Background: an optimization exercise with open tools, aiming at small area, a short achievable clock period and few clock cycles. Do not read the settings as production practice. In this exercise RTL edits were held to simulation tests only and were not proved equivalent to the original. No activity file was given, so power comes from the tool's default toggle rates.

## simproc_core
module simproc_core (
    input  wire        clk,
    input  wire        rst,           
    input  wire        has_words,     
    output wire        mem_en,
    output wire        mem_we,
    output wire [14:0] mem_addr,
    output wire [15:0] mem_wdata,
    input  wire [15:0] mem_rdata,
    output reg         halted,
    output reg         faulted,
    output reg  [2:0]  fault_cause,
    output wire [15:0] fault_value,
    output reg  [15:0] pc,
    output reg  [11:0] cycle_count,
    output wire        warn_valid,
    output wire [1:0]  warn_kind,
    output wire [15:0] warn_value,
    input  wire [2:0]  dbg_sel,
    output wire [15:0] dbg_data
);
clock: 10.0 ns
lec_check: 0
cap_margin: 20
core_margin: 2
core_utilization: 40
place_density: 0.6
setup_slack_margin: 3.9
slew_margin: 20
standard.sh (not shown) runs the stock make flow with config.mk's settings and CLKGATE_MAP_FILE= SYNTH_SCRIPT=/design/flow/synth_recipe.tcl, a recipe that flattens the netlist after the stock synthesis.
==> flow/flow/run.sh <==
#!/bin/bash
# The standard layout, with every port buffered by a sky130_fd_sc_hd__buf_1
# (the standard flow lets the resizer pick the port buffer, and it picks a
# delay cell); timing repair then resizes the port buffers that need it.
set -euo pipefail
export BUFFER_PORTS_ARGS="-buffer_cell sky130_fd_sc_hd__buf_1"
bash standard.sh > standard.log 2>&1
Testbench counts at the start, summed over its fixed seeds: cycles 245,060.
Edit:
Settings changed: CORE_UTILIZATION 40 to 60, PLACE_DENSITY 0.6 to 0.75, SETUP_SLACK_MARGIN 3.9 to 4.
Register-to-register slack improves by 0.11 ns.
Count of clock-buffer cells in the layout goes down by 9.
Cell area falls by about 0.45%.
Final cell count fell by about 6%.
Fmax drops by 0.87%.
Wire length drops by about 1.8%.
Setup slack loses 0.054 ns.
Via count climbs by about 4.4%.
Clock skew rose by 0.0062 ns.
Edit:
Settings changed: CORE_UTILIZATION 60 to 40, PLACE_DENSITY 0.75 to 0.6.
Result: The new run completed with no timing, DRC or antenna violations; routed wire length grows slightly; register-to-register slack is better by 0.11 ns; area after synthesis stays the same; setup slack is better by 0.056 ns; power barely changes; synthesized cell count is unchanged; final area grows slightly; hold slack hardly moves; global-route usage shrinks by 16 points.
Edit:
Settings changed: SETUP_SLACK_MARGIN 4 to 3.2.
After rerunning: Clock power barely changes; area after synthesis is unchanged; global-route usage went up by 0.15 points; worst setup slack is worse by 0.67 ns; sequential share of layout area goes up by 1.7 points; design area drops by 6.1%; routed wire length decreases by 1.5%; via count decreases by 3.6%; count of clock-buffer cells in the layout goes down by 10; power shrinks by 5.3%; hold slack got worse by 0.022 ns.
Edit:
==> flow/run.sh (new file) <==
#!/bin/bash
# synth_recipe.tcl (not shown) runs the flow's synth.tcl, then flattens the netlist and writes it again
# the make line also repeats each setting of config.mk as NAME=value (left out here)
make -C /OpenROAD-flow-scripts/flow DESIGN_CONFIG=/design/flow/config.mk WORK_HOME=/design/flow/orfs CLKGATE_MAP_FILE= SYNTH_SCRIPT=/design/flow/synth_recipe.tcl finish
Settings changed: CTS_BUF_LIST set to sky130_fd_sc_hd__clkbuf_16, CTS_CLUSTER_DIAMETER set to 100, CTS_CLUSTER_SIZE set to 25, SETUP_SLACK_MARGIN 3.2 to 4.
removed: flow/flow/run.sh
removed: flow/standard.sh
- sequential share of layout area falls by 3.0 points
- non-clock buffer count rises by 128
- worst setup slack improved by 0.66 ns
- via count rises by 4.0%
- global-route usage rises by 1.4 points
- synthesized cell count does not change
- first-iteration DRC count rises by 3.3%
- power falls by 0.68%
- wire length rises by 5.5%
- final cell count rises by 3.5%

========
lane 4:
Another version of the RTL of simproc_core (not shown whole).
Size: ~2300 cells after synthesis, ~220 flip-flops, about 140 I/O pins.
Design simproc_core, start of the top module:
module simproc_core (
    input  wire        clk,
    input  wire        rst,           
    input  wire        has_words,     
    output wire        mem_en,
    output wire        mem_we,
    output wire [14:0] mem_addr,
    output wire [15:0] mem_wdata,
    input  wire [15:0] mem_rdata,
    output reg         halted,
    output reg         faulted,
    output reg  [2:0]  fault_cause,
    output wire [15:0] fault_value,
    output reg  [15:0] pc,
    output reg  [11:0] cycle_count,
    output wire        warn_valid,
    output wire [1:0]  warn_kind,
    output wire [15:0] warn_value,
    input  wire [2:0]  dbg_sel,
    output wire [15:0] dbg_data
);
Settings: LEC_CHECK=0, CAP_MARGIN=20, CORE_MARGIN=2, CORE_UTILIZATION=60, PLACE_DENSITY=0.75, SETUP_SLACK_MARGIN=4, SLEW_MARGIN=20; clock period 10.0 ns.
run.sh (not shown) runs the stock make flow with config.mk's settings and CLKGATE_MAP_FILE= SYNTH_SCRIPT=/design/flow/synth_recipe.tcl, a recipe that flattens the netlist after the stock synthesis.
Stock flow here: none of the scripts above is used.
Testbench counts of lane 4, summed over its fixed seeds: cycles 245,060.
Modified inputs, lane 3 compared to lane 4
# lane 4
export LEC_CHECK = 0
export CAP_MARGIN = 20
export CORE_MARGIN = 2
export CORE_UTILIZATION = 60
export PLACE_DENSITY = 0.75
export SETUP_SLACK_MARGIN = 4
export SLEW_MARGIN = 20
create_clock -name core_clock -period 10.0 [get_ports {clk}]
# lane 3
export LEC_CHECK = 0
export CAP_MARGIN = 20
export CORE_MARGIN = 2
export CORE_UTILIZATION = 40
export PLACE_DENSITY = 0.6
export SETUP_SLACK_MARGIN = 4
export SLEW_MARGIN = 20
create_clock -name core_clock -period 10.0 [get_ports {clk}]
[summary]
- Lane 3 completed; timing, DRC and antenna clean
- Side by side, utilization after layout turned out lower in lane 3 than in lane 4.
- On lane 3: total power per unit cell area is 3.0 nW/µm² higher than what lane 4 gave.
- Lane 3: sequential cell area share 0.69 points below lane 4
- The area of all placed cells without fillers in lane 3 was higher than what lane 4 gave.
- Via count, lane 4 and lane 3: smaller value in lane 3
- Across both runs, share of total power in the clock network was higher for lane 3 than for lane 4.
- Side by side, non-clock buffer total of the final layout turned out higher in lane 3 than in lane 4.
- NOTE: total number of placement rows in lane 3 exceeds that of lane 4

## static timing again, ports no longer ideal
No port has a modelled driver above. Below, the same layouts with a new extraction and two added sets of constraints.
Step 1 sets driving cells, clkbuf_16 on the clock port and buf_2 on the other inputs (assumed; they add their load-dependent delay and slew).
Step 2 adds t to the input delays and takes it off the output delays; t is the mean of the earliest and latest rising clock arrival at the registers after step 1. Input paths then give back, and output paths get back, about the clock's delay inside the block.
Three values: ideal, step 1, step 2; two values: the first two.
| run | t, ns | setup slack, ns | hold WS [ns] | worst setup path at the end | pins driven straight from the clock port |
|---|---|---|---|---|---|
| the first run of note 1 | 0.636 | 3.895 / 3.865 / 3.336 | 0.486 / 0.486 / 0.486 | input to register | 1 |
| the second run of note 1 | 0.628 | 3.841 / 3.816 / 3.347 | 0.492 / 0.492 / 0.492 | input to register | 1 |
| the third run of note 1 | 0.645 | 3.897 / 3.856 / 3.336 | 0.495 / 0.495 / 0.495 | input to register | 1 |
| the fourth run of note 1 | 0.637 | 3.227 / 3.200 / 2.692 | 0.473 / 0.473 / 0.473 | input to register | 1 |
| the fifth run of note 1 | 0.581 | 3.883 / 3.817 / 3.372 | 0.481 / 0.481 / 0.481 | input to register | 1 |
| lane 4 | 0.601 | 3.971 / 3.915 / 3.422 | 0.528 / 0.528 / 0.528 | input to register | 1 |
| lane 3 | 0.642 | 3.971 / 3.895 / 3.428 | 0.500 / 0.500 / 0.500 | input to register | 1 |
After both steps setup and hold are still met in every run listed. For the third run of note 1, which loses most, drivers alone change the setup slack by -0.041 ns; drivers and shift together by -0.561 ns.
